This is an optimization exercise on Yosys and OpenROAD, whose aim is small area, not a production implementation. Only simulation tests tie the RTL to the original design; equivalence was not proved. Power and IR drop assume default switching activity.

`flow/run.sh`:
```
#!/bin/bash
# synth_recipe.tcl (not shown) runs the flow's synth.tcl, then flattens the netlist and writes it again
# the make line also repeats each setting of config.mk as NAME=value (left out here)
make -C /OpenROAD-flow-scripts/flow DESIGN_CONFIG=/design/flow/config.mk WORK_HOME=/design/flow/orfs CLKGATE_MAP_FILE= SYNTH_SCRIPT=/design/flow/synth_recipe.tcl finish
```
`flow/config.mk`:
```
export PLATFORM = sky130hd
export DESIGN_NAME = display_font_rom
export DESIGN_NICKNAME = display_font_rom
export VERILOG_FILES = /design/flow/design.v
export SDC_FILE = /design/flow/constraint.sdc
export NUM_CORES = 4
export LEC_CHECK = 0
export CAP_MARGIN = 20
export CORE_MARGIN = 2
export CORE_UTILIZATION = 40
export SLEW_MARGIN = 20
```
`flow/constraint.sdc`:
```
create_clock -name core_clock -period 10.0 [get_ports {clk}]
set_input_delay 2.0000 -clock core_clock [delete_from_list [all_inputs] [get_ports {clk}]]
set_output_delay 2.0000 -clock core_clock [all_outputs]
set_load 0.01 [all_outputs]
```
`flow/design.v`:
```
module dfr_font_rom (
    input  wire [7:0] code,
    output reg  [7:0] glyph
);
    always @(*) begin
        case (code)
            8'h20: glyph = 8'h00; 8'h21: glyph = 8'h06; 8'h22: glyph = 8'h22; 8'h23: glyph = 8'h7E;
            8'h24: glyph = 8'h6D; 8'h25: glyph = 8'h52; 8'h26: glyph = 8'h46; 8'h27: glyph = 8'h20;
            8'h28: glyph = 8'h29; 8'h29: glyph = 8'h0B; 8'h2A: glyph = 8'h21; 8'h2B: glyph = 8'h70;
            8'h2C: glyph = 8'h10; 8'h2D: glyph = 8'h40; 8'h2E: glyph = 8'h80; 8'h2F: glyph = 8'h52;
            8'h30: glyph = 8'h3F; 8'h31: glyph = 8'h06; 8'h32: glyph = 8'h5B; 8'h33: glyph = 8'h4F;
            8'h34: glyph = 8'h66; 8'h35: glyph = 8'h6D; 8'h36: glyph = 8'h7D; 8'h37: glyph = 8'h07;
            8'h38: glyph = 8'h7F; 8'h39: glyph = 8'h6F; 8'h3A: glyph = 8'h09; 8'h3B: glyph = 8'h0D;
            8'h3C: glyph = 8'h61; 8'h3D: glyph = 8'h48; 8'h3E: glyph = 8'h43; 8'h3F: glyph = 8'h53;
            8'h40: glyph = 8'h5F; 8'h41: glyph = 8'h77; 8'h42: glyph = 8'h7C; 8'h43: glyph = 8'h39;
            8'h44: glyph = 8'h5E; 8'h45: glyph = 8'h79; 8'h46: glyph = 8'h71; 8'h47: glyph = 8'h3D;
            8'h48: glyph = 8'h76; 8'h49: glyph = 8'h30; 8'h4A: glyph = 8'h1E; 8'h4B: glyph = 8'h75;
            8'h4C: glyph = 8'h38; 8'h4D: glyph = 8'h15; 8'h4E: glyph = 8'h37; 8'h4F: glyph = 8'h3F;
            8'h50: glyph = 8'h73; 8'h51: glyph = 8'h6B; 8'h52: glyph = 8'h33; 8'h53: glyph = 8'h6D;
            8'h54: glyph = 8'h78; 8'h55: glyph = 8'h3E; 8'h56: glyph = 8'h3E; 8'h57: glyph = 8'h2A;
            8'h58: glyph = 8'h76; 8'h59: glyph = 8'h6E; 8'h5A: glyph = 8'h5B; 8'h5B: glyph = 8'h39;
            8'h5C: glyph = 8'h64; 8'h5D: glyph = 8'h0F; 8'h5E: glyph = 8'h23; 8'h5F: glyph = 8'h08;
            8'h60: glyph = 8'h02; 8'h61: glyph = 8'h5F; 8'h62: glyph = 8'h7C; 8'h63: glyph = 8'h58;
            8'h64: glyph = 8'h5E; 8'h65: glyph = 8'h7B; 8'h66: glyph = 8'h71; 8'h67: glyph = 8'h6F;
            8'h68: glyph = 8'h74; 8'h69: glyph = 8'h10; 8'h6A: glyph = 8'h0C; 8'h6B: glyph = 8'h75;
            8'h6C: glyph = 8'h30; 8'h6D: glyph = 8'h14; 8'h6E: glyph = 8'h54; 8'h6F: glyph = 8'h5C;
            8'h70: glyph = 8'h73; 8'h71: glyph = 8'h67; 8'h72: glyph = 8'h50; 8'h73: glyph = 8'h6D;
            8'h74: glyph = 8'h78; 8'h75: glyph = 8'h1C; 8'h76: glyph = 8'h1C; 8'h77: glyph = 8'h14;
            8'h78: glyph = 8'h76; 8'h79: glyph = 8'h6E; 8'h7A: glyph = 8'h5B; 8'h7B: glyph = 8'h46;
            8'h7C: glyph = 8'h30; 8'h7D: glyph = 8'h70; 8'h7E: glyph = 8'h01;
            default: glyph = 8'h00;
        endcase
    end
endmodule
module dfr_segment_encoder (
    input  wire [7:0] code,        
    output wire [6:0] packed_glyph
);
    localparam [6:0] DP_CODE = 7'h60;
    wire [7:0] glyph;
    dfr_font_rom u_rom (.code(code), .glyph(glyph));
    assign packed_glyph = glyph[7] ? DP_CODE : glyph[6:0];
endmodule
module dfr_glyph_unpack (
    input  wire [6:0] packed_glyph,
    output wire [7:0] glyph,
    output wire       dp_only
);
    localparam [6:0] DP_CODE = 7'h60;
    assign dp_only = (packed_glyph == DP_CODE);
    assign glyph   = dp_only ? 8'h80 : {1'b0, packed_glyph};
endmodule
module display_font_rom (
    input  wire        clk,
    input  wire        rst,          
    input  wire        tick,         
    input  wire        in_valid,
    input  wire [31:0] in_data,
    output wire        in_ready,
    output wire        rsp_valid,
    output wire [31:0] rsp_data,
    output reg         load,         
    output reg         din,          
    output reg         sclk          
);
    localparam [3:0] OP_SETUP    = 4'h1, OP_SET_TEXT = 4'h2, OP_ALIGN = 4'h3,
                     OP_EFFECT   = 4'h4, OP_SCROLL   = 4'h5, OP_DEMO  = 4'h6,
                     OP_PRINT    = 4'h7;
    localparam [2:0] ST_OK = 3'd0, ST_OUT_OF_RANGE = 3'd1, ST_BAD_MAP = 3'd2,
                     ST_IGNORED = 3'd3, ST_BAD_CMD = 3'd4;
    localparam [1:0] EFF_NONE = 2'd0, EFF_BLINK = 2'd1, EFF_SCROLL = 2'd2;
    localparam [2:0] S_IDLE = 3'd0, S_ADVANCE = 3'd1, S_INIT = 3'd2,
                     S_FETCH = 3'd3, S_BUILD = 3'd4, S_SHIFT = 3'd5;
    localparam [1:0] C_HDR = 2'd0, C_PAY = 2'd1, C_EXEC = 2'd2, C_RSP = 2'd3;
    reg  [4:0]   rt;                 
    reg  [4:0]   rp;                 
    reg  [223:0] tring;              
    reg  [99:0]  pring;              
    wire [4:0] rt_next = rt + 5'd1;
    wire [4:0] rp_next = (rp == 5'd19) ? 5'd0 : rp + 5'd1;
    reg        configured;
    reg  [4:0] nseg, ndig;
    reg  [5:0] text_len;
    reg  [4:0] start_pos;
    reg  [4:0] win_w;                
    reg  [4:0] visible_idx;
    reg  [1:0] effect;
    reg        counted;              
    reg  [7:0] cycles_left;
    reg        demo_mode;
    reg        demo_counted;
    reg  [6:0] demo_idx;
    reg  [7:0] demo_cycles_left;
    reg        blink_on;
    reg  [1:0] eff_timer;
    reg  [2:0]  fsm;
    reg         tick_pending;
    reg  [4:0]  pos;                 
    reg  [6:0]  k;                   
    reg  [4:0]  rem;                 
    reg  [4:0]  bc;                  
    reg  [7:0]  lit;                 
    reg  [19:0] fbits;               
    reg  [1:0]  cstate;
    reg  [11:0] c_n, c_cnt;
    reg  [2:0]  c_st;
    reg         c_setup;             
    reg         c_text;              
    reg         c_print;
    wire [5:0] vis_len = (text_len < {1'b0, win_w}) ? text_len : {1'b0, win_w};
    wire [6:0] ss_next  = {2'b0, visible_idx} + 7'd1;
    wire       ss_wrap  = (ss_next + {2'b0, win_w}) > {1'b0, text_len};
    wire [4:0] ss_idx   = ss_wrap ? 5'd0 : ss_next[4:0];
    wire       ss_count = ss_wrap && counted;
    wire       ss_done  = ss_count && (cycles_left == 8'd1);
    wire [7:0] ds_next  = {1'b0, demo_idx} + 8'd1;
    wire       ds_wrap  = (ds_next + {3'b0, ndig}) > 8'd95;
    wire [6:0] ds_idx   = ds_wrap ? 7'd0 : ds_next[6:0];
    wire       ds_count = ds_wrap && demo_counted;
    wire       ds_done  = ds_count && (demo_cycles_left == 8'd1);
    wire hdr_state = (cstate == C_HDR) || (cstate == C_RSP);
    wire need_t    = c_text && (c_cnt < 12'd32);
    wire need_p    = c_setup && (c_st == ST_OK);
    wire pay_rdy   = !(need_t && (rt_next != c_cnt[4:0])) &&
                     !(need_p && (rp_next != c_cnt[4:0]));
    assign in_ready = (cstate == C_PAY) ? pay_rdy
                                        : (hdr_state && (fsm == S_IDLE) && !tick_pending);
    wire        hdr_fire = in_valid && in_ready && hdr_state;
    wire        pay_fire = in_valid && in_ready && (cstate == C_PAY);
    wire [3:0]  h_op = in_data[31:28];
    wire [7:0]  h_a  = in_data[27:20];
    wire [7:0]  h_b  = in_data[19:12];
    wire [11:0] h_n  = in_data[11:0];
    wire [7:0]  pb   = in_data[7:0];
    wire [8:0] h_sum    = {1'b0, h_a} + {1'b0, h_b};
    wire       h_map_ok = (h_n == {3'b0, h_sum}) && (h_a != 8'd0) && (h_b != 8'd0) &&
                          (h_sum <= 9'd20);
    wire       h_print = (h_op == OP_PRINT);
    wire       h_textop = (h_op == OP_SET_TEXT) || h_print;
    wire [7:0] h_hi    = h_print ? ({3'b0, ndig} - 8'd1) : h_b;
    wire       h_win   = configured && (h_a <= h_hi) && (h_hi < {3'b0, ndig});
    wire       h_ign   = h_print && demo_mode;
    wire       h_text_ok = h_textop && h_win && !h_ign;
    wire [5:0] h_len   = (h_n > 12'd32) ? 6'd32 : h_n[5:0];
    wire [1:0]       al_sel = (h_a[1:0] == 2'd3) ? 2'd0 : h_a[1:0];
    wire signed [7:0] al_d  = $signed({2'b0, text_len}) - $signed({3'b0, win_w});
    wire [4:0]       al_right  = (al_d > 0) ? al_d[4:0] : 5'd0;
    wire [4:0]       al_center = (al_d > 0) ? al_d[5:1] : 5'd0;
    wire [11:0] rsp_cnt = (c_st == ST_IGNORED) ? c_n :
                          (c_print && c_st == ST_OK) ? ((c_n > 12'd32) ? 12'd32 : c_n) :
                          12'd0;
    assign rsp_valid = (cstate == C_RSP);
    assign rsp_data  = {16'd0, 1'b0, c_st, rsp_cnt};
    wire [7:0] rom_code = (fsm == S_IDLE) ? pb : (8'h20 + {1'b0, k});
    wire [6:0] rom_g;
    dfr_segment_encoder u_enc (.code(rom_code), .packed_glyph(rom_g));
    wire [6:0] tap0 = tring[6:0];        
    wire [6:0] tap1 = tring[223:217];    
    wire [6:0] cur_g = demo_mode ? rom_g : tap0;
    wire [7:0] cur_glyph;
    wire       dp0, dp1t;
    dfr_glyph_unpack u_un0 (.packed_glyph(cur_g), .glyph(cur_glyph), .dp_only(dp0));
    dfr_glyph_unpack u_un1 (.packed_glyph(tap1), .glyph(), .dp_only(dp1t));
    wire       dp1    = demo_mode ? (k == 7'd13) : dp1t;    
    wire [4:0] win_lo = demo_mode ? 5'd0 : start_pos;
    wire       in_win = (pos >= win_lo) && (rem != 5'd0);
    wire       merge  = in_win && !dp0 && (rem[4:1] != 4'd0) && dp1;
    wire       show   = demo_mode || !((effect == EFF_BLINK) && !blink_on);
    wire       fetch_wait = in_win && !demo_mode && (rt != k[4:0]);
    wire [4:0] pin    = pring[4:0];
    wire [4:0] selslot = nseg + pos;
    wire       seg_hit = (rp[4:3] == 2'b00) && (rp < nseg) && lit[rp[2:0]];
    wire       hit     = seg_hit || (rp == selslot);
    wire       f_set   = ((fsm == S_BUILD) && hit) || (pay_fire && c_setup);
    wire [4:0] f_idx   = (fsm == S_BUILD) ? pin : pb[4:0];
    wire       pb_dup  = fbits[pb[4:0]];
    integer i;
    always @(posedge clk) begin
        rt <= rt_next;
        rp <= rp_next;
        tring <= {tring[216:0],
                  (pay_fire && need_t) ? rom_g : tring[223:217]};
        pring <= {pring[94:0],
                  (pay_fire && need_p) ? pb[4:0] : pring[99:95]};
        if ((fsm == S_IDLE) && (cstate != C_PAY)) begin
            fbits <= 20'd0;
        end else if ((fsm == S_SHIFT) && sclk && (bc != 5'd23) && (bc >= 5'd3)) begin
            fbits <= {fbits[18:0], 1'b0};
        end else if (f_set) begin
            for (i = 0; i < 20; i = i + 1)
                if (f_idx == i)
                    fbits[i] <= 1'b1;
        end
        if (rst) begin
            rt <= 5'd0;
            rp <= 5'd0;
            configured <= 1'b0;
            nseg <= 5'd0;
            ndig <= 5'd0;
            text_len <= 6'd0;
            start_pos <= 5'd0;
            win_w <= 5'd1;
            visible_idx <= 5'd0;
            effect <= EFF_NONE;
            counted <= 1'b0;
            cycles_left <= 8'd0;
            demo_mode <= 1'b0;
            demo_counted <= 1'b0;
            demo_idx <= 7'd0;
            demo_cycles_left <= 8'd0;
            blink_on <= 1'b1;
            eff_timer <= 2'd0;
            fsm <= S_IDLE;
            tick_pending <= 1'b0;
            load <= 1'b1;
            din <= 1'b0;
            sclk <= 1'b0;
            cstate <= C_HDR;
        end else begin
            if (tick)
                tick_pending <= 1'b1;
            case (cstate)
                C_HDR, C_RSP: begin
                    cstate <= C_HDR;
                    if (hdr_fire) begin
                        c_n <= h_n;
                        c_cnt <= 12'd0;
                        c_setup <= 1'b0;
                        c_text <= 1'b0;
                        c_print <= h_print;
                        c_st <= ST_OK;
                        cstate <= (h_n == 12'd0) ? C_EXEC : C_PAY;
                        case (h_op)
                            OP_SETUP: begin
                                c_setup <= !configured;
                                if (configured || !h_map_ok)
                                    c_st <= ST_BAD_MAP;
                                if (!configured) begin
                                    nseg <= h_a[4:0];
                                    ndig <= h_b[4:0];
                                end
                            end
                            OP_SET_TEXT, OP_PRINT: begin
                                if (h_ign)
                                    c_st <= ST_IGNORED;
                                else if (!h_win)
                                    c_st <= ST_OUT_OF_RANGE;
                                if (h_text_ok) begin
                                    c_text <= 1'b1;
                                    text_len <= h_len;
                                    start_pos <= h_a[4:0];
                                    win_w <= h_hi[4:0] - h_a[4:0] + 5'd1;
                                    visible_idx <= 5'd0;
                                end
                            end
                            OP_ALIGN: begin
                                if (effect != EFF_SCROLL) begin
                                    case (al_sel)
                                        2'd0:    visible_idx <= 5'd0;
                                        2'd2:    visible_idx <= al_right;
                                        default: visible_idx <= al_center;
                                    endcase
                                end
                            end
                            OP_EFFECT: begin
                                effect <= (h_a[1:0] == 2'd3) ? EFF_NONE : h_a[1:0];
                                counted <= (h_b != 8'd0);
                                cycles_left <= h_b;
                                blink_on <= 1'b1;
                                eff_timer <= 2'd0;
                                if (h_a[1:0] == EFF_SCROLL)
                                    visible_idx <= 5'd0;
                            end
                            OP_SCROLL: begin
                                if (effect == EFF_SCROLL) begin
                                    visible_idx <= ss_idx;
                                    if (ss_count)
                                        cycles_left <= cycles_left - 8'd1;
                                    if (ss_done)
                                        effect <= EFF_NONE;
                                end
                            end
                            OP_DEMO: begin
                                demo_mode <= (h_a[1:0] == 2'd1);
                                demo_counted <= (h_b != 8'd0);
                                demo_cycles_left <= h_b;
                                demo_idx <= 7'd0;
                                eff_timer <= 2'd0;
                            end
                            default: c_st <= ST_BAD_CMD;
                        endcase
                    end
                end
                C_PAY: if (pay_fire) begin
                    if (c_setup && ((pb > 8'd19) || pb_dup))
                        c_st <= ST_BAD_MAP;
                    c_cnt <= c_cnt + 12'd1;
                    if (c_cnt + 12'd1 == c_n)
                        cstate <= C_EXEC;
                end
                default: begin   
                    if (c_setup && (c_st == ST_OK))
                        configured <= 1'b1;
                    cstate <= C_RSP;
                end
            endcase
            case (fsm)
                S_IDLE: begin
                    if (tick_pending && hdr_state && !hdr_fire) begin
                        tick_pending <= tick;
                        if (configured)
                            fsm <= S_ADVANCE;
                    end
                end
                S_ADVANCE: begin
                    if (demo_mode) begin
                        if (eff_timer == 2'd2) begin
                            eff_timer <= 2'd0;
                            demo_idx <= ds_idx;
                            if (ds_count)
                                demo_cycles_left <= demo_cycles_left - 8'd1;
                            if (ds_done)
                                demo_mode <= 1'b0;
                        end else begin
                            eff_timer <= eff_timer + 2'd1;
                        end
                    end else if (effect == EFF_BLINK) begin
                        if (eff_timer != 2'd0) begin
                            eff_timer <= 2'd0;
                            blink_on <= !blink_on;
                            if (!blink_on && counted) begin
                                cycles_left <= cycles_left - 8'd1;
                                if (cycles_left == 8'd1)
                                    effect <= EFF_NONE;
                            end
                        end else begin
                            eff_timer <= eff_timer + 2'd1;
                        end
                    end else if (effect == EFF_SCROLL) begin
                        if (eff_timer == 2'd2) begin
                            eff_timer <= 2'd0;
                            visible_idx <= ss_idx;
                            if (ss_count)
                                cycles_left <= cycles_left - 8'd1;
                            if (ss_done)
                                effect <= EFF_NONE;
                        end else begin
                            eff_timer <= eff_timer + 2'd1;
                        end
                    end else begin
                        eff_timer <= 2'd0;
                    end
                    fsm <= S_INIT;
                end
                S_INIT: begin
                    pos <= 5'd0;
                    k <= demo_mode ? demo_idx : {2'b0, visible_idx};
                    rem <= demo_mode ? ndig : vis_len[4:0];
                    fsm <= S_FETCH;
                end
                S_FETCH: begin
                    if (!fetch_wait) begin
                        lit <= (in_win && show) ? (cur_glyph | (merge ? 8'h80 : 8'h00)) : 8'h00;
                        if (in_win) begin
                            k <= k + (merge ? 7'd2 : 7'd1);
                            rem <= rem - (merge ? 5'd2 : 5'd1);
                        end
                        bc <= 5'd0;
                        fsm <= S_BUILD;
                    end
                end
                S_BUILD: begin
                    bc <= bc + 5'd1;
                    if (bc == 5'd19) begin
                        load <= 1'b0;
                        din <= 1'b0;
                        bc <= 5'd0;
                        fsm <= S_SHIFT;
                    end
                end
                S_SHIFT: begin
                    if (!sclk) begin
                        sclk <= 1'b1;
                    end else begin
                        sclk <= 1'b0;
                        if (bc == 5'd23) begin
                            load <= 1'b1;
                            if (pos == ndig - 5'd1) begin
                                fsm <= S_IDLE;
                            end else begin
                                pos <= pos + 5'd1;
                                fsm <= S_FETCH;
                            end
                        end else begin
                            bc <= bc + 5'd1;
                            din <= (bc >= 5'd3) ? fbits[19] : 1'b0;
                        end
                    end
                end
                default: fsm <= S_IDLE;
            endcase
        end
    end
endmodule
```
==> results.py, run 1 <==
metrics = {
    "floorplan": {
        "ios": 73,
        "num_rows": 84,
        "core_area_sq_um": 52700,
        "die_h_um": 235,
        "start_util_pct": 40.5,
        "dieArea_sq_um": 55100,
        "die_w_um": 235,
    },
    "yosys": {
        "synth_top_area_share_pct": 40.0,
        "synth_most_common_cell": "dfxtp_1",
        "synth.cell_area_sq_um": 21300,
        "ys_ff_latch": 486,
        "synthTopCellsByCount": "426 x dfxtp_1, 158 x nor2_1, 123 x nand2_1, 105 x a21oi_1, 94 x ha_1",
        "synth_compound_area_share_pct": 15.5,
        "async_reset_ff_share_pct": 0,
        "synth_top_area_cell": "dfxtp_1",
        "seq_area_frac_synth_pct": 48.5,
        "synth_area_leaders": "dfxtp_1 40%, edfxtp_1 8.5%, ha_1 5.5%",
        "yosys.area_share.simple_pct": 16.0,
        "synth_flop_cell": "dfxtp_1",
        "synth_cell_type_count": 109,
        "synth_top_family_by_area": "simple AND/OR/NAND/NOR gates",
        "synth_fa_ha_area_share_pct": 6.37,
        "syn_inst": 2106,
        "synth_warnings": 2,
        "synth_edf_count": 60,
        "synth_xor_area_share_pct": 4.09,
        "postSynthAreaPerCell_sq_um": 10.1,
        "synth_mux_area_share_pct": 5.00,
    },
    "placed_design": {
        "dp_hpwl_um": 41200,
        "gp_congestion": 0.910,
        "pre_cts_ws_ns": 2.60,
        "dp.cells": 2765,
        "portBuffers": 55,
    },
    "power_and_ir_drop": {
        "switching_share_pct": 26.6,
        "p_sw_w": 0.00124,
        "peakVddDrop_v": 0.000218,
        "pwr-share-clk_pct": 41.9,
        "p_comb_share_pct": 13.1,
        "p_per_area_nw_per_um2": 193,
        "internal-power_w": 0.00342,
        "p_leak_nw": 9.27,
        "p_seq_share_pct": 45.0,
    },
    "sta": {
        "slew_violations": 0,
        "tightest_slew_ns": 1.09,
        "rsz0062_at_grt": "false",
        "fmax_mhz": 147,
        "post-route-period-util_pct": 68.2,
        "fin_crit_ns": 6.82,
        "finalWorstSetupSlack_ns": 3.18,
        "hold_viol": 0,
        "setup-violations-final": 0,
        "fin_setup_tns_ns": 0,
        "relSlewSlack_pct": 27.4,
        "holdWs_ns": 0.300,
        "fin_skew_ns": 0.0276,
    },
    "setup_path": {
        "cp-start-kind": "primary input",
        "required_ns": 10.31,
        "reg2reg_to": "k[5]",
        "critical_path_class": "primary input to flop",
        "r2r-start": "fsm[0]",
        "cp-end-kind": "flop",
        "regToRegSetupSlack_ns": 4.18,
        "critPathMaxFanout": 22,
        "rr_worst_depth": 19,
        "critPathArrivalTime_ns": 7.13,
        "crit_path_start": "in_data[0]",
    },
    "final_layout": {
        "diodes": 0,
        "post-route-util_pct": 45.8,
        "area_growth_pct": 13.3,
        "drive_above_1_share_pct": 8.57,
        "fin_nets": 2269,
        "final_cells": 2858,
    },
    "min_path": {
        "min_from": "tring[171]",
        "hold_path_end": "tring[178]",
        "min_path_cells": 0,
        "hold_path_class": "flop to flop",
    },
    "clock_tree": {
        "clock_latency_ns": 0.61,
        "cts_resized": 0,
        "cts_buffers": 51,
        "clk_pin_slew_worst_paths_ns": 0.06,
        "postCtsHoldBufs": 0,
        "clkSinkCount": 486,
        "post_cts_buffers": 0,
        "cts-root-buf": "clkbuf_16",
        "clockBufferDepth": 3,
        "cts_tree": "done",
        "ctsHtreeMaxLevel": 2,
    },
    "routing": {
        "drtIter0Drc": 1304,
        "ant_nets": 0,
        "drc": 0,
        "firstDrtPassIters": 5,
        "vias_per_cell": 5.67,
        "num_vias": 16200,
        "avgRoutedWirePerCell_um": 20.4,
        "drt_wl_total_um": 58300,
    },
    "grt": {
        "grt_pass1_wl_um": 91700,
        "track_usage_pct": 20.7,
        "antenna_found_initial": 0,
        "first_global_vias": 15800,
        "grt_overflow": 0,
        "grt_start_max_net_pins": 46,
    },
    "flow_run": {
        "drv_cap": 0,
    },
    "run_status": {
        "run_status": "no timing/DRC/antenna violations",
    },
}
==> critical path: stages <==
cell and delay, ns:
clkdlybuf4s50_1 0.40, buf_4 0.26, mux2i_2 0.41, inv_1 0.18, ha_1 0.68, or3b_2 0.49
a211oi_1 0.24, a31oi_1 0.07, and4_1 0.20, nor3_1 0.61, a2111oi_4 0.16, nand3_2 0.16
nor2b_1 0.33, ha_1 0.30, a21oi_1 0.16, nor2b_1 0.08, and3_1 0.19, xnor2_1 0.12
o21ai_0 0.09
==> stage by stage <==
step	cell area (sq um)	power, W
floorplan	21400	0.00253
global placement	22300	0.00273
detailed placement	22300	0.00273
CTS	24100	0.00469
global route	24100	0.00484
finish	24100	0.00466
==> layout by cell type, fill, tap and decap left out, types with 26 or more instances in the layout <==
cell | synthesis | final
nor3_1 | 44 | 43
nor2b_1 | 33 | 33
o21ai_0 | 71 | 71
xor2_1 | 37 | 37
edfxtp_1 | 60 | 60
a31oi_1 | 32 | 32
a21o_1 | 27 | 27
nor2_1 | 158 | 157
a211oi_1 | 26 | 26
clkbuf_16 | 0 | 55
mux2i_1 | 66 | 66
nand2_1 | 123 | 123
dfxtp_1 | 426 | 426
buf_4 | 22 | 26
nand2b_1 | 29 | 29
inv_1 | 86 | 86
xnor2_1 | 60 | 60
and2_1 | 30 | 30
ha_1 | 94 | 94
clkdlybuf4s50_1 | 0 | 54
a21oi_1 | 105 | 105
nand3_1 | 68 | 68
==> sequential cells by signal (all words and copies together), names as in the netlist, 7 cells and up <==
signal / cells
demo_idx: 7
c_cnt: 12
lit: 8
c_n: 12
k: 7
cycles_left: 8
pring: 100
demo_cycles_left: 8
fbits: 20
tring: 224
==> logic make-up (layout without fill, tap and decap cells) <==
logic type      Yosys count  in the layout
flops                   486            486
simple gates            640            640
compound gates          469            469
mux                      94             94
xor+xnor                 98             98
buf+inv                 215            263
fa+ha+maj               103            103
other cells               1             17
==> power by group through the flow <==
stage               sequential (W)  combinational, W  clock (W)
finish                     0.00210          0.000608    0.00195
global route               0.00210          0.000658    0.00208
CTS                        0.00209          0.000601    0.00200
detailed placement         0.00214          0.000597          0
global placement           0.00214          0.000592          0
floorplan                  0.00210          0.000421          0
==> how the worst max path moves through the flow <==
stage	end	slack, ns
4_1_cts	k[5]	3.22
3_5_place_dp	k[5]	2.60
6_report	k[5]	3.18
2_1_floorplan	k[5]	4.09
3_3_place_gp	k[5]	2.64
5_1_grt	k[5]	2.93
==> cell type report <==
| type | count | area (sq um) |
|---|---|---|
| Fill cell | 4906 | 28500 |
| Sequential cell | 486 | 10300 |
| Multi-Input combinational cell | 1421 | 10100 |
| Clock buffer | 72 | 1530 |
| Tap cell | 688 | 861 |
| Timing Repair Buffer | 81 | 741 |
| Inverter | 89 | 334 |
| Clock inverter | 21 | 258 |
==> layer usage <==
| metal | wire (um) | global-route usage (%) |
|---|---|---|
| met1 | 26900 | 29.3 |
| met2 | 25700 | 32.0 |
| met4 | 1950 | 7.61 |
| met3 | 3810 | 3.29 |
| met5 | 0 | 0 |
==> inputs of run 2 (changes only) <==
--- a/flow/config.mk
+++ b/flow/config.mk
@@ -6,4 +6,5 @@
 export NUM_CORES = 4
 export LEC_CHECK = 0
+export ABC_AREA = 1
 export CAP_MARGIN = 20
 export CORE_MARGIN = 2
==> run 2 against run 1 <==
  * Routed wire length shrank 11%
  * Clock skew fell by 0.0016 ns
  * Sequential power hardly changed
  * Cell count grew 9.6%
  * Sequential share of layout area up 2.0 points
  * Total power is 20% higher
  * First-iteration DRC count fell by 5.9%
  * Utilization rose by 0.45 points
  * Global-route usage fell by 1.2 points
  * Combinational power increased by 150%
  * Register-to-register slack better by 0.88 ns
  * Critical path type unchanged
  * Critical endpoint is now k[6]
==> results.py, run 2 <==
metrics = {
    "run_status": {
        "run_status": "no timing/DRC/antenna violations",
    },
    "sta": {
        "relSlewSlack_pct": 32.9,
        "setup-violations-final": 0,
        "fin_crit_ns": 6.60,
        "fin_setup_tns_ns": 0,
        "hold_viol": 0,
        "slew_violations": 0,
        "fin_skew_ns": 0.0261,
        "tightest_slew_ns": 1.00,
        "rsz0062_at_grt": "false",
        "fmax_mhz": 152,
        "finalWorstSetupSlack_ns": 3.40,
        "post-route-period-util_pct": 66.0,
    },
    "setup_path": {
        "crit_family": "buffers and inverters",
        "critPathMaxFanout": 15,
        "cp-end-kind": "flop",
        "required_ns": 10.32,
        "cp_slowest_cell": "clkdlybuf4s50_1",
        "critPathBufInv": 6,
        "critPathArrivalTime_ns": 6.92,
        "cp_common_cell": "nand2_1",
        "cp-start-kind": "primary input",
        "critical_path_class": "primary input to flop",
        "max_stage_delay_ns": 0.71,
    },
    "final_layout": {
        "drive_above_1_share_pct": 6.10,
        "area_growth_pct": 14.7,
        "top_register": "tring",
        "layout_common_cells": "441 x nand2_1, 426 x dfxtp_1, 276 x inv_1",
        "largest_reg_flops": 224,
        "fin_nets": 2556,
        "reg_top3": "tring x224, pring x100, fbits x20",
        "layout_commonest_cell": "nand2_1",
        "diodes": 0,
        "nFillCells": 4845,
        "post-route-util_pct": 46.3,
    },
    "placed_design": {
        "gp_congestion": 0.911,
        "portBuffers": 55,
        "pre_cts_ws_ns": 2.81,
        "dp_hpwl_um": 37600,
    },
    "floorplan": {
        "die_w_um": 228,
        "num_rows": 82,
        "core_area_sq_um": 49900,
        "ios": 73,
        "dieArea_sq_um": 52100,
        "start_util_pct": 40.3,
        "die_h_um": 228,
    },
    "clock_tree": {
        "clkSinkCount": 486,
        "cts_resized": 0,
        "clk_pin_slew_worst_paths_ns": 0.06,
        "cts-root-buf": "clkbuf_16",
        "postCtsHoldBufs": 0,
        "clock_latency_ns": 0.61,
        "clockBufferDepth": 3,
        "cts_buffers": 50,
        "cts_tree": "done",
        "ctsHtreeMaxLevel": 2,
        "post_cts_buffers": 0,
    },
    "yosys": {
        "synth_warnings": 2,
        "syn_inst": 2361,
        "seq_area_frac_synth_pct": 51.3,
        "async_reset_ff_share_pct": 0,
        "ys_ff_latch": 486,
        "synth_cell_type_count": 58,
        "synth_top_area_cell": "dfxtp_1",
        "synth_edf_count": 60,
        "postSynthAreaPerCell_sq_um": 8.52,
        "synth.cell_area_sq_um": 20100,
        "synth_area_leaders": "dfxtp_1 42%, edfxtp_1 9.0%, nand2_1 8.2%",
        "synth_flop_cell": "dfxtp_1",
        "synth_most_common_cell": "nand2_1",
        "synthTopCellsByCount": "441 x nand2_1, 426 x dfxtp_1, 276 x inv_1, 216 x nor2_1, 159 x o21ai_0",
        "synth_top_area_share_pct": 42.4,
    },
    "routing": {
        "vias_per_cell": 4.97,
        "ant_nets": 0,
        "num_vias": 15600,
        "avgRoutedWirePerCell_um": 16.5,
        "drt_wl_total_um": 51700,
        "firstDrtPassIters": 6,
        "drtIter0Drc": 1227,
        "drc": 0,
    },
    "power_and_ir_drop": {
        "peakVddDrop_v": 0.000126,
        "p_per_area_nw_per_um2": 243,
        "p_total_w": 0.00560,
        "p_leak_nw": 9.90,
    },
    "min_path": {
        "hold_path_class": "flop to flop",
    },
    "grt": {
        "track_usage_pct": 19.6,
        "first_global_vias": 15100,
        "antenna_found_initial": 0,
        "grt_overflow": 0,
        "grt_start_max_net_pins": 47,
        "grt_pass1_wl_um": 81700,
    },
    "flow_run": {
        "drv_cap": 0,
    },
}
## run 2: logic make-up (layout without fill, tap and decap cells)
kind of cell,count (synthesis),after routing,synth area share [%]
flip-flops,486,486,51.3
other,1,17,0.0186
XOR/XNOR,83,83,3.68
adder cells (fa/ha/maj),103,103,6.74
AO/OA/AOI/OAI,385,385,10.7
buffers and inverters,365,447,7.43
AND/OR/NAND/NOR,938,938,20.1
## run 2: metal layers
layer	GRT usage, %	up-vias	part of all wire [%]
li1	-	7804	-
met1	26.2	7241	45
met2	32.1	429	46
met3	3.10	91	5.4
met4	6.96	0	3.2
met5	0	-	0
## run 2: final cells by class
cell class              count  area, sq um  area share (%)
flip-flops and latches    486        10300            44.8
multi-input cells        1526         8360            36.2
clock buffers              71         1510            6.52
inverters                 285         1070            4.64
well taps                 672          841            3.64
repair buffers             68          648            2.81
clock inverters            23          320            1.39
## run 2: path summary, 6_finish.rpt
kind | slack (ns) | to | from | depth (start not counted)
setup / recovery | 3.40 | k[6] | in_data[0] | 29
hold / removal | 0.31 | tring[41] | tring[34] | 0
setup reg to reg | 5.06 | k[6] | fsm[2] | 29
hold reg to reg | 0.31 | tring[41] | tring[34] | 0
## run 2: where the power goes
group / internal, W / switching, W / total (W)
Combinational: 0.000444 / 0.00104 / 0.00149
Clock: 0.00120 / 0.000795 / 0.00199
Sequential: 0.00205 / 0.0000625 / 0.00212
## run 2: metrics by stage
stage	hold WS [ns]	instance area (sq um)	std cells
final	0.305	23100	3131
after global routing	0.315	23100	3131
after CTS	0.306	23100	3131
after detailed placement	0.312	21200	3037
after global placement	0.310	21200	3037
after floorplan	0.310	20200	2377
==> inputs of run 3 (changes only) <==
--- a/flow/config.mk
+++ b/flow/config.mk
@@ -10,3 +10,4 @@
 export CORE_MARGIN = 2
 export CORE_UTILIZATION = 40
+export CTS_BUF_LIST = sky130_fd_sc_hd__clkbuf_4
 export SLEW_MARGIN = 20
==> run 3 against run 2 <==
  * Clock skew rose by 0.056 ns
  * Routed wire length rose by 0.86%
  * Global-route usage rose by 0.23 points
  * Register-to-register slack barely moved
  * Cell area fell by 0.94%
  * Hold slack got worse by 0.010 ns
  * Via count rose by 3.5%
  * Non-clock buffer count did not move
  * Worst setup slack improved by 0.24 ns
  * Critical endpoint unchanged
  * Largest cell class unchanged
==> results.py, run 3 <==
metrics = {
    "setup_path": {
        "cp_slowest_cell": "clkdlybuf4s50_1",
        "critPathArrivalTime_ns": 6.94,
        "crit_family": "buffers and inverters",
        "cp-start-kind": "primary input",
        "reg2reg_to": "k[6]",
        "critPathMaxFanout": 15,
        "required_ns": 10.58,
        "crit_path_start": "in_data[0]",
        "critical_path_class": "primary input to flop",
        "rr_worst_depth": 29,
        "max_stage_delay_ns": 0.72,
        "r2r-start": "fsm[2]",
        "crit_cells": 29,
        "critPathBufInv": 6,
        "regToRegSetupSlack_ns": 5.05,
        "cp-end-kind": "flop",
        "cp_common_cell": "nand2_1",
        "crit_end": "k[6]",
    },
    "yosys": {
        "synth.cell_area_sq_um": 20100,
        "synthTopCellsByCount": "441 x nand2_1, 426 x dfxtp_1, 276 x inv_1, 216 x nor2_1, 159 x o21ai_0",
        "synth_top_area_cell": "dfxtp_1",
        "synth_cell_type_count": 58,
        "synth_area_leaders": "dfxtp_1 42%, edfxtp_1 9.0%, nand2_1 8.2%",
        "syn_inst": 2361,
        "synth_warnings": 2,
        "async_reset_ff_share_pct": 0,
        "seq_area_frac_synth_pct": 51.3,
        "synth_flop_cell": "dfxtp_1",
        "synth_edf_count": 60,
        "ys_ff_latch": 486,
        "synth_top_area_share_pct": 42.4,
        "synth_most_common_cell": "nand2_1",
        "postSynthAreaPerCell_sq_um": 8.52,
    },
    "flow_run": {
        "drv_cap": 0,
    },
    "grt": {
        "antenna_found_initial": 2,
        "first_global_vias": 15600,
        "grt_start_max_net_pins": 47,
        "grt_pass1_wl_um": 82500,
        "track_usage_pct": 19.8,
        "grt_overflow": 0,
    },
    "min_path": {
        "hold_path_class": "flop to flop",
    },
    "sta": {
        "rsz0062_at_grt": "false",
        "setup-violations-final": 0,
        "fin_setup_tns_ns": 0,
        "post-route-period-util_pct": 63.6,
        "slew_violations": 0,
        "holdWs_ns": 0.295,
        "hold_viol": 0,
        "fin_skew_ns": 0.0816,
        "fin_crit_ns": 6.36,
        "finalWorstSetupSlack_ns": 3.64,
        "tightest_slew_ns": 1.02,
        "fmax_mhz": 157,
        "relSlewSlack_pct": 31.7,
    },
    "clock_tree": {
        "cts_tree": "done",
        "cts_resized": 0,
        "clock_latency_ns": 0.91,
        "ctsHtreeMaxLevel": 3,
        "cts_buffers": 121,
        "clk_pin_slew_worst_paths_ns": 0.07,
        "cts-root-buf": "clkbuf_4",
        "clkSinkCount": 486,
        "postCtsHoldBufs": 0,
        "post_cts_buffers": 0,
        "clockBufferDepth": 3,
    },
    "final_layout": {
        "reg_top3": "tring x224, pring x100, fbits x20",
        "layout_common_cells": "441 x nand2_1, 426 x dfxtp_1, 276 x inv_1",
        "finalInstanceArea_sq_um": 22900,
        "layout_commonest_cell": "nand2_1",
        "largest_reg_flops": 224,
        "final_cells": 3265,
        "drive_above_1_share_pct": 10.1,
        "top_register": "tring",
        "fin_nets": 2627,
        "area_growth_pct": 13.6,
    },
    "routing": {
        "drc": 0,
        "avgRoutedWirePerCell_um": 16.0,
        "ant_nets": 0,
        "num_vias": 16100,
        "firstDrtPassIters": 6,
        "drtIter0Drc": 1062,
        "vias_per_cell": 4.94,
        "drt_wl_total_um": 52200,
    },
    "placed_design": {
        "dp_hpwl_um": 37600,
        "dp.cells": 3037,
        "pre_cts_ws_ns": 2.81,
        "portBuffers": 55,
        "dpl_cell_area_sq_um": 21200,
        "gp_congestion": 0.911,
    },
    "floorplan": {
        "die_h_um": 228,
        "ios": 73,
        "core_area_sq_um": 49900,
        "num_rows": 82,
        "start_util_pct": 40.3,
        "dieArea_sq_um": 52100,
        "die_w_um": 228,
    },
    "power_and_ir_drop": {
        "p_per_area_nw_per_um2": 230,
        "peakVddDrop_v": 0.0000921,
        "p_leak_nw": 9.96,
    },
    "run_status": {
        "run_status": "no timing/DRC/antenna violations",
    },
}
==> run 3: cell counts after synthesis <==
No cell type changed its count.
==> run 3: how the worst min path moves through the flow <==
stage / to / slack [ns] / start / cells after the start
6_report: pring[38] / 0.30 / pring[33] / 0
5_1_grt: pring[97] / 0.32 / pring[92] / 0
4_1_cts: tring[30] / 0.30 / tring[23] / 0
3_5_place_dp: pring[28] / 0.31 / pring[23] / 0
2_1_floorplan: pring[10] / 0.31 / pring[5] / 0
3_3_place_gp: tring[57] / 0.31 / tring[50] / 0
==> run 3: area by class of cell <==
cell class | count | area (sq um)
multi-input cells | 1526 | 8360
well taps | 672 | 841
fillers | 4984 | 27000
flip-flops and latches | 486 | 10300
clock inverters | 38 | 203
diodes | 4 | 10.0
clock buffers | 186 | 1400
inverters | 285 | 1070
repair buffers | 68 | 648
==> run 3: routing by layer <==
layer	share of wire, %	vias up	track usage [%]
li1	-	8027	-
met1	45	7502	25.8
met2	46	498	32.0
met3	5.9	86	4.24
met4	2.9	0	7.90
met5	0	-	0
==> run 3: cell families after synthesis <==
family / after synthesis / share of synthesized area [%]
xor gates and xnor gates: 83 / 3.68
DFF: 486 / 51.3
adders and majority gates: 103 / 6.74
and+or+nand+nor: 938 / 20.1
buffers and inverters: 365 / 7.43
AOI/OAI and AO/OA: 385 / 10.7
other: 1 / 0.0186
==> run 3: through the flow <==
step	utilization, %	power (W)
final	45.8	0.00525
after global routing	45.8	0.00562
after detailed placement	42.6	0.00363
after global placement	42.6	0.00364
after CTS	45.8	0.00531
after floorplan	-	0.00322
==> run 3: power breakdown <==
part / total (W) / internal, W / leakage (nW) / switching (W)
Sequential: 0.00212 / 0.00205 / 3.99 / 0.0000625
Clock: 0.00165 / 0.000858 / 0.954 / 0.000788
Combinational: 0.00149 / 0.000444 / 5.02 / 0.00105
Total: 0.00525 / 0.00336 / 9.96 / 0.00190

re-timing with driven ports:
How much do the figures lean on ideal ports? The routed layouts below were timed once more, with nothing changed but the port constraints. Step 1 assumes that a clkbuf_16 drives the clock port and a buf_2 every other input. Step 2 times the ports against the registers' clock, not the clock port: input delays grow and output delays shrink by t, the midpoint of the rising clock arrivals with the driver on. Slacks: ideal ports / drivers / drivers and shift; pairs: ideal ports / drivers.
run | shift t [ns] | slack for setup (ns) | hold WS [ns] | worst data-port slew with drivers (ns)
run 1 | 0.654 | 3.178 / 3.214 / 2.560 | 0.300 / 0.300 / 0.300 | 0.05
run 2 | 0.645 | 3.400 / 3.421 / 2.775 | 0.305 / 0.305 / 0.305 | 0.08
run 3 | 0.915 | 3.637 / 3.652 / 2.737 | 0.295 / 0.295 / 0.295 | 0.09
After both steps every run listed still meets setup and hold. For run 3, which loses most, drivers alone change the setup slack by +0.015 ns; drivers and shift together by -0.900 ns.
